Context: an optimization exercise on an open-source flow, tuned for small area. The choices shown serve that exercise and are no tape-out recipe. Only simulation tests tie the RTL to the original design; equivalence was not proved. Power and IR drop assume default switching activity.

run A:
## tr1_demod
module tr1_demod (
    input  wire               clk,
    input  wire               rst,         
    input  wire               start,       
    input  wire [1:0]         car,         
    input  wire [1:0]         lc,          
    input  wire               in_valid,
    input  wire signed [11:0] in_sample,
    input  wire               finish,      
    output wire               lv_valid,
    output wire [1:0]         lv_count,    
    output reg  [5:0]         lv_data,     
    output wire               done,
    output wire [7:0]         status       
);
Size in the first run: ~2,400 cells after synthesis, about 39 I/O pins, about 23,000 sq um of cells after synthesis.
Settings: LEC_CHECK=0, CAP_MARGIN=10, CORE_MARGIN=2, CORE_UTILIZATION=40, CTS_BUF_LIST=sky130_fd_sc_hd__clkbuf_8, CTS_CLUSTER_DIAMETER=60, CTS_CLUSTER_SIZE=18, GPL_TIMING_DRIVEN=0, SLEW_MARGIN=10; clock period 16.0 ns.
standard.sh (not shown) runs the stock make flow with config.mk's settings and CLKGATE_MAP_FILE= SYNTH_SCRIPT=/design/flow/synth_recipe.tcl, a recipe that flattens the netlist after the stock synthesis.
==> flow/flow/run.sh <==
#!/bin/bash
# Layout flow:
#  1. the standard synthesis (standard.sh), unchanged;
#  2. flow/polarity.py: each full adder of the netlist is used as is or with
#     all pins complemented (a full adder is self-dual), to need the fewest
#     inverters next to full adders, half adders and flip-flops;
#  3. Yosys/ABC re-map the plain logic gates (flow/remap.abc, area mapping);
#     flip-flops, full and half adders and tie cells stay as they are, so
#     every register keeps its name and cell;
#  4. the standard layout from that netlist, with buf_1 port buffers and
#     a clock tree of clkbuf_8 without dummy loads.
# Each tool's output goes to a log file of its own in this folder.
set -euo pipefail
W=$(pwd)
R=$W/orfs/results/sky130hd/tr1_demod/base
LIB=$FLOW_HOME/platforms/sky130hd/lib/sky130_fd_sc_hd__tt_025C_1v80.lib
CTS="-sink_clustering_enable -repair_clock_nets -sink_clustering_size 18 -sink_clustering_max_diameter 60 -buf_list sky130_fd_sc_hd__clkbuf_8 -dont_use_dummy_load"
PORTS="-buffer_cell sky130_fd_sc_hd__buf_1"

bash standard.sh "$R/1_2_yosys.v" > synth.log 2>&1
cp "$R/1_2_yosys.v" "$R/1_2_yosys.std.v"

python3 flow/polarity.py "$R/1_2_yosys.std.v" "$R/1_2_yosys.pol.v" 20 --free-logic > polarity.log 2>&1

DU=$(sed 's/^/-dont_use /' flow/dont_use.txt | tr '\n' ' ')
printf 'set_driving_cell sky130_fd_sc_hd__buf_1\nset_load 5\n' > abc.constr
# functional models of the plain logic cells, for Yosys to flatten
cat > models.ys <<EOY
read_liberty -ignore_miss_func $LIB
delete sky130_fd_sc_hd__fa_* sky130_fd_sc_hd__ha_* sky130_fd_sc_hd__*df* sky130_fd_sc_hd__conb_1 sky130_fd_sc_hd__dl* sky130_fd_sc_hd__*lpflow* sky130_fd_sc_hd__e* sky130_fd_sc_hd__decap* sky130_fd_sc_hd__diode* sky130_fd_sc_hd__probe* sky130_fd_sc_hd__macro* sky130_fd_sc_hd__sdf* sky130_fd_sc_hd__fah* sky130_fd_sc_hd__maj3*
write_verilog -noattr $W/models.v
EOY
yosys -l models.log models.ys > /dev/null 2>&1

cat > remap.ys <<EOY
read_liberty -lib $LIB
read_verilog -overwrite $W/models.v
read_verilog $R/1_2_yosys.pol.v
hierarchy -check -top $FLOW_TOP
flatten -noscopeinfo
simplemap
opt -fast
opt_clean -purge
abc -script $W/flow/remap.abc -liberty $LIB $DU -constr $W/abc.constr -D $FLOW_PERIOD_NS
opt_clean -purge
setundef -zero
hilomap -singleton -hicell sky130_fd_sc_hd__conb_1 HI -locell sky130_fd_sc_hd__conb_1 LO
splitnets
opt_clean -purge
insbuf -buf sky130_fd_sc_hd__buf_4 A X
stat -liberty $LIB
write_verilog -noattr -nohex -nodec $R/1_2_yosys.remap.v
EOY
yosys -l remap.log remap.ys > /dev/null 2>&1

cp "$R/1_2_yosys.remap.v" "$R/1_2_yosys.v"
touch "$R/1_2_yosys.v"
bash standard.sh "CTS_ARGS=$CTS" "BUFFER_PORTS_ARGS=$PORTS" finish > layout.log 2>&1
==> flow/flow/remap.abc <==
strash
&get -n
&syn2
&put
dch
amap
Other scripts of this flow, unchanged in this note and not shown: flow/flow/dont_use.txt, flow/flow/polarity.py
Inputs modified between run A and run B:
# run A
export LEC_CHECK = 0
export CAP_MARGIN = 10
export CORE_MARGIN = 2
export CORE_UTILIZATION = 40
export CTS_BUF_LIST = sky130_fd_sc_hd__clkbuf_8
export CTS_CLUSTER_DIAMETER = 60
export CTS_CLUSTER_SIZE = 18
export GPL_TIMING_DRIVEN = 0
export SLEW_MARGIN = 10
create_clock -name core_clock -period 16.0 [get_ports {clk}]
# run B
export LEC_CHECK = 0
export CAP_MARGIN = 20
export CORE_MARGIN = 2
export CORE_UTILIZATION = 40
export CTS_BUF_LIST = sky130_fd_sc_hd__clkbuf_8
export CTS_CLUSTER_DIAMETER = 60
export CTS_CLUSTER_SIZE = 18
export SLEW_MARGIN = 20
create_clock -name core_clock -period 16.0 [get_ports {clk}]
-- flow/flow/run.sh --
<<< run A, line 6
#     inverters next to full adders, half adders and flip-flops;
#  3. Yosys/ABC re-map the plain logic gates (flow/remap.abc, area mapping);
#     flip-flops, full and half adders and tie cells stay as they are, so
>>> run B, line 6
#     inverters next to full adders, half adders and flip-flops;
#  3. Yosys/ABC re-map the plain logic gates (flow/remap.abc, area-oriented);
#     flip-flops, full and half adders and tie cells stay as they are, so
==> flow/flow/remap.abc <==
&get -n
&st
&dch
&nf -a
&st
&syn2
&if -g -K 6
&synch2
&nf -a
&st
&dch
&nf -a
&put
--- outcome ---
- Compared with run A, run B shows critical path depth that has gone down by a little under 10%.
- Per the comparison of run B with run A, insertion delay of the later-clocked pin in the worst-skew pair went down, number of max-slew violations in the final report saw little to no change, final weighted congestion in routability-driven placement has decreased, wire length higher.
What run C does differently from run B at the input level:
-- flow/flow/run.sh --
<<< run B, line 6
#     inverters next to full adders, half adders and flip-flops;
#  3. Yosys/ABC re-map the plain logic gates (flow/remap.abc, area-oriented);
#     flip-flops, full and half adders and tie cells stay as they are, so
>>> run C, line 6
#     inverters next to full adders, half adders and flip-flops;
#  3. Yosys/ABC re-map the plain logic gates (flow/remap.abc, area mapping);
#     flip-flops, full and half adders and tie cells stay as they are, so
==> flow/flow/remap.abc <==
strash
&get -n
&syn2
&put
dch
amap
Findings:
The non-clock buffering overhead in the final layout of run B and that of run C are within noise of each other. Run C reached the final stage; the timing, design-rule and antenna checks on its layout passed. From run C to run B, count of flip-flops and latches did not move at all. Summary of run C over run B: power rose about 3.5%; clock power rose about 16%; clock skew rose 0.027 ns; overall routed net length rose about 5%; placement row count fell 1.1%. Share of the clock period used by the worst path in run C vs run B: up 1.1 points. Cmp run C vs run B: number of iterations in the first detailed-routing pass lower in run C. In the final design statistics, run C uses more standard cells in total than run B. On fmax: run C sits below run B.


Setup of run 1:
Another version of the RTL of tr1_demod (not shown whole).
For scale: roughly 39 I/O pins, ~0.022 sq mm of cells after synthesis.
export LEC_CHECK = 0
export CAP_MARGIN = 10
export CORE_MARGIN = 2
export CORE_UTILIZATION = 40
export CTS_BUF_LIST = sky130_fd_sc_hd__clkbuf_8
export CTS_CLUSTER_DIAMETER = 60
export CTS_CLUSTER_SIZE = 18
export GPL_TIMING_DRIVEN = 0
export SLEW_MARGIN = 0
create_clock -name core_clock -period 16.0 [get_ports {clk}]
==> flow/flow/run.sh <==
#!/bin/bash
# Layout flow:
#  1. the standard synthesis (standard.sh), unchanged;
#  2. flow/polarity.py: each full adder of the netlist is used as is or with
#     all pins complemented (a full adder is self-dual), to need the fewest
#     inverters next to full adders, half adders and flip-flops;
#  3. Yosys/ABC re-map the plain logic gates with each area-mapping script
#     flow/map_*.abc, from both polarity choices (with and without counting
#     inverters next to plain gates), and keep the smallest netlist;
#     flip-flops, full and half adders and tie cells stay as they are, so
#     every register keeps its name and cell;
#  4. the standard layout from that netlist, with buf_1 port buffers and
#     a clock tree of clkbuf_8 without dummy loads.
# Each tool's output goes to a log file of its own in this folder.
set -euo pipefail
W=$(pwd)
R=$W/orfs/results/sky130hd/tr1_demod/base
LIB=$FLOW_HOME/platforms/sky130hd/lib/sky130_fd_sc_hd__tt_025C_1v80.lib
CTS="-sink_clustering_enable -repair_clock_nets -sink_clustering_size 10 -sink_clustering_max_diameter 40 -buf_list sky130_fd_sc_hd__clkbuf_4 -dont_use_dummy_load"
PORTS="-buffer_cell sky130_fd_sc_hd__buf_1"

bash standard.sh "$R/1_2_yosys.v" > synth.log 2>&1
cp "$R/1_2_yosys.v" "$R/1_2_yosys.std.v"

python3 flow/polarity.py "$R/1_2_yosys.std.v" "$R/1_2_yosys.pol_free.v" 20 --free-logic > polarity_free.log 2>&1
python3 flow/polarity.py "$R/1_2_yosys.std.v" "$R/1_2_yosys.pol_fixed.v" 20 > polarity_fixed.log 2>&1

DU=$(sed 's/^/-dont_use /' flow/dont_use.txt | tr '\n' ' ')
printf 'set_driving_cell sky130_fd_sc_hd__buf_1\nset_load 5\n' > abc.constr
# functional models of the plain logic cells, for Yosys to flatten
cat > models.ys <<EOY
read_liberty -ignore_miss_func $LIB
delete sky130_fd_sc_hd__fa_* sky130_fd_sc_hd__ha_* sky130_fd_sc_hd__*df* sky130_fd_sc_hd__conb_1 sky130_fd_sc_hd__dl* sky130_fd_sc_hd__*lpflow* sky130_fd_sc_hd__e* sky130_fd_sc_hd__decap* sky130_fd_sc_hd__diode* sky130_fd_sc_hd__probe* sky130_fd_sc_hd__macro* sky130_fd_sc_hd__sdf* sky130_fd_sc_hd__fah* sky130_fd_sc_hd__maj3*
write_verilog -noattr $W/models.v
EOY
yosys -l models.log models.ys > /dev/null 2>&1

# re-map with each ABC script in flow/map_*.abc, from each polarity choice,
# and keep the smallest netlist
for p in free fixed; do
  for f in flow/map_*.abc; do
    m=$(basename "$f" .abc)
    cat > remap_${p}_${m}.ys <<EOY
read_liberty -lib $LIB
read_verilog -overwrite $W/models.v
read_verilog $R/1_2_yosys.pol_${p}.v
hierarchy -check -top $FLOW_TOP
flatten -noscopeinfo
simplemap
opt -fast
opt_clean -purge
abc -script $W/$f -liberty $LIB $DU -constr $W/abc.constr -D $FLOW_PERIOD_NS
opt_clean -purge
setundef -zero
hilomap -singleton -hicell sky130_fd_sc_hd__conb_1 HI -locell sky130_fd_sc_hd__conb_1 LO
splitnets
opt_clean -purge
insbuf -buf sky130_fd_sc_hd__buf_4 A X
tee -o $W/remap_${p}_${m}.area stat -liberty $LIB
write_verilog -noattr -nohex -nodec $R/1_2_yosys.remap_${p}_${m}.v
EOY
    yosys -l remap_${p}_${m}.log remap_${p}_${m}.ys > /dev/null 2>&1 &
    while [ "$(jobs -r | wc -l)" -ge "${NUM_CORES:-4}" ]; do sleep 1; done
  done
done
wait
best=""
bestarea=""
for a in remap_*.area; do
  v=$(grep "Chip area for module" "$a" | tail -1 | awk '{print $NF}')
  [ -n "$v" ] || continue
  if [ -z "$bestarea" ] || python3 -c "import sys; sys.exit(0 if float('$v') < float('$bestarea') else 1)"; then
    best=${a%.area}; bestarea=$v
  fi
done
echo "best $best $bestarea" > remap_choice.log
cp "$R/1_2_yosys.remap_${best#remap_}.v" "$R/1_2_yosys.remap.v"

cp "$R/1_2_yosys.remap.v" "$R/1_2_yosys.v"
touch "$R/1_2_yosys.v"
bash standard.sh "CTS_ARGS=$CTS" "BUFFER_PORTS_ARGS=$PORTS" finish > layout.log 2>&1
==> flow/flow/map_a1.abc <==
strash
dch -f
amap
==> flow/flow/map_a3.abc <==
strash
dch
amap -m
==> flow/flow/map_a4.abc <==
strash
&get -n
&syn2
&put
dch
amap
==> flow/flow/map_a5.abc <==
strash
dch
amap -F 5 -A 5
==> flow/flow/map_s4.abc <==
strash
dch
amap
Other scripts of this flow, unchanged in this note and not shown: flow/flow/dont_use.txt, flow/flow/polarity.py
Relative to run 1, the following input files were edited for run 2:
==> flow/flow/run.sh <==
#!/bin/bash
# Layout flow:
#  1. the standard synthesis (standard.sh), unchanged;
#  2. flow/polarity.py: each full adder of the netlist is used as is or with
#     all pins complemented (a full adder is self-dual), to need the fewest
#     inverters next to full adders, half adders and flip-flops;
#  3. Yosys/ABC re-map the plain logic gates (flow/remap.abc, area mapping);
#     flip-flops, full and half adders and tie cells stay as they are, so
#     every register keeps its name and cell;
#  4. the standard layout from that netlist, with buf_1 port buffers and
#     a clock tree of clkbuf_8 without dummy loads.
# Each tool's output goes to a log file of its own in this folder.
set -euo pipefail
W=$(pwd)
R=$W/orfs/results/sky130hd/tr1_demod/base
LIB=$FLOW_HOME/platforms/sky130hd/lib/sky130_fd_sc_hd__tt_025C_1v80.lib
CTS="-sink_clustering_enable -repair_clock_nets -sink_clustering_size 10 -sink_clustering_max_diameter 40 -buf_list sky130_fd_sc_hd__clkbuf_4 -dont_use_dummy_load"
PORTS="-buffer_cell sky130_fd_sc_hd__buf_1"

bash standard.sh "$R/1_2_yosys.v" > synth.log 2>&1
cp "$R/1_2_yosys.v" "$R/1_2_yosys.std.v"

python3 flow/polarity.py "$R/1_2_yosys.std.v" "$R/1_2_yosys.pol.v" 20 --free-logic > polarity.log 2>&1

DU=$(sed 's/^/-dont_use /' flow/dont_use.txt | tr '\n' ' ')
printf 'set_driving_cell sky130_fd_sc_hd__buf_1\nset_load 5\n' > abc.constr
# functional models of the plain logic cells, for Yosys to flatten
cat > models.ys <<EOY
read_liberty -ignore_miss_func $LIB
delete sky130_fd_sc_hd__fa_* sky130_fd_sc_hd__ha_* sky130_fd_sc_hd__*df* sky130_fd_sc_hd__conb_1 sky130_fd_sc_hd__dl* sky130_fd_sc_hd__*lpflow* sky130_fd_sc_hd__e* sky130_fd_sc_hd__decap* sky130_fd_sc_hd__diode* sky130_fd_sc_hd__probe* sky130_fd_sc_hd__macro* sky130_fd_sc_hd__sdf* sky130_fd_sc_hd__fah* sky130_fd_sc_hd__maj3*
write_verilog -noattr $W/models.v
EOY
yosys -l models.log models.ys > /dev/null 2>&1

cat > remap.ys <<EOY
read_liberty -lib $LIB
read_verilog -overwrite $W/models.v
read_verilog $R/1_2_yosys.pol.v
hierarchy -check -top $FLOW_TOP
flatten -noscopeinfo
simplemap
opt -fast
opt_clean -purge
abc -script $W/flow/remap.abc -liberty $LIB $DU -constr $W/abc.constr -D $FLOW_PERIOD_NS
opt_clean -purge
setundef -zero
hilomap -singleton -hicell sky130_fd_sc_hd__conb_1 HI -locell sky130_fd_sc_hd__conb_1 LO
splitnets
opt_clean -purge
insbuf -buf sky130_fd_sc_hd__buf_4 A X
stat -liberty $LIB
write_verilog -noattr -nohex -nodec $R/1_2_yosys.remap.v
EOY
yosys -l remap.log remap.ys > /dev/null 2>&1

cp "$R/1_2_yosys.remap.v" "$R/1_2_yosys.v"
touch "$R/1_2_yosys.v"
bash standard.sh "CTS_ARGS=$CTS" "BUFFER_PORTS_ARGS=$PORTS" finish > layout.log 2>&1
==> flow/flow/remap.abc (new file) <==
strash
&get -n
&syn2
&put
dch
amap
removed: flow/flow/map_a1.abc
removed: flow/flow/map_a3.abc
removed: flow/flow/map_a4.abc
removed: flow/flow/map_a5.abc
removed: flow/flow/map_s4.abc
Via count went down slightly going from run 1 to run 2.
The register fraction of the total cell area on run 2 is in line with that on run 1.
Global-route usage: run 2 vs run 1 up 0.87 points
Final instance area: run 2 better than run 1
On run 2: count of clock-buffer cells in the layout is 3 higher than what run 1 gave.
Number of buffers inserted during clock tree synthesis grows by a few percent when moving from run 1 to run 2.
Register-to-register slack ends up lower on run 2.
From run 1 to run 2 the numbers moved as follows: clock distribution area overhead in the final layout essentially unchanged, height of the chip essentially unchanged.


tr1_demod with an RTL version that a note above also has.
For scale: ~2800 cells after synthesis, ~280 flip-flops, ~39 I/O pins.
make LEC_CHECK=0 CAP_MARGIN=20 CORE_MARGIN=2 CORE_UTILIZATION=40 CTS_BUF_LIST=sky130_fd_sc_hd__clkbuf_8 CTS_CLUSTER_DIAMETER=60 CTS_CLUSTER_SIZE=18 SLEW_MARGIN=20 finish   # period 16.0 ns
run.sh (not shown) runs the stock make flow with config.mk's settings and CLKGATE_MAP_FILE= SYNTH_SCRIPT=/design/flow/synth_recipe.tcl, a recipe that flattens the netlist after the stock synthesis.
Stock flow here: none of the scripts above is used.
Next try:
--- a/flow/config.mk
+++ b/flow/config.mk
@@ -10 +10 @@
-export CORE_UTILIZATION = 40
+export CORE_UTILIZATION = 65
@@ -13,0 +14 @@
+export PLACE_DENSITY = 0.75
Outcome:
- fmax went up by 1.2%
- total power grows by 1.2%
- worst hold slack gets better by 11 ps
- sequential cell count does not change
- design area decreases by 1.6%
- cell count fell by 9.2%
- via count went up by 3.4%
- sequential share of layout area came out higher by 0.35 points
- clock skew falls by 27 ps
- utilization rises by 26 points

==> port drivers added, routing unchanged <==
In the flow no input, the clock included, has a driving cell. The finished layouts below were timed again as built, in two steps.
Step 1, drivers: a clkbuf_16 drives clk and a buf_2 each remaining input, both assumed.
Step 2 times the ports against the registers' clock, not the clock port: input delays grow and output delays shrink by t, the midpoint of the rising clock arrivals with the driver on.
Three values: ideal, step 1, step 2; two values: the first two.
run	shift t [ns]	setup WS [ns]	hold slack, ns	pins driven straight from the clock port
run A	0.672	0.500 / 0.526 / -0.146	0.422 / 0.422 / 0.422	1
run B	0.658	1.474 / 1.470 / 0.811	0.414 / 0.414 / 0.414	1
run C	0.643	1.294 / 1.322 / 0.679	0.372 / 0.372 / 0.372	1
run 1	0.810	0.711 / 0.740 / -0.070	0.404 / 0.404 / 0.404	1
run 2	0.822	0.380 / 0.406 / -0.416	0.383 / 0.383 / 0.383	1
the first run of note 3	0.704	1.225 / 1.246 / 0.542	0.413 / 0.413 / 0.413	1
the second run of note 3	0.706	1.402 / 1.406 / 0.701	0.424 / 0.424 / 0.424	1
With both steps, setup timing fails in run A, run 1 and run 2, where it was met with ideal ports. For run 2, which loses most, drivers alone change the setup slack by +0.026 ns; drivers and shift together by -0.796 ns.
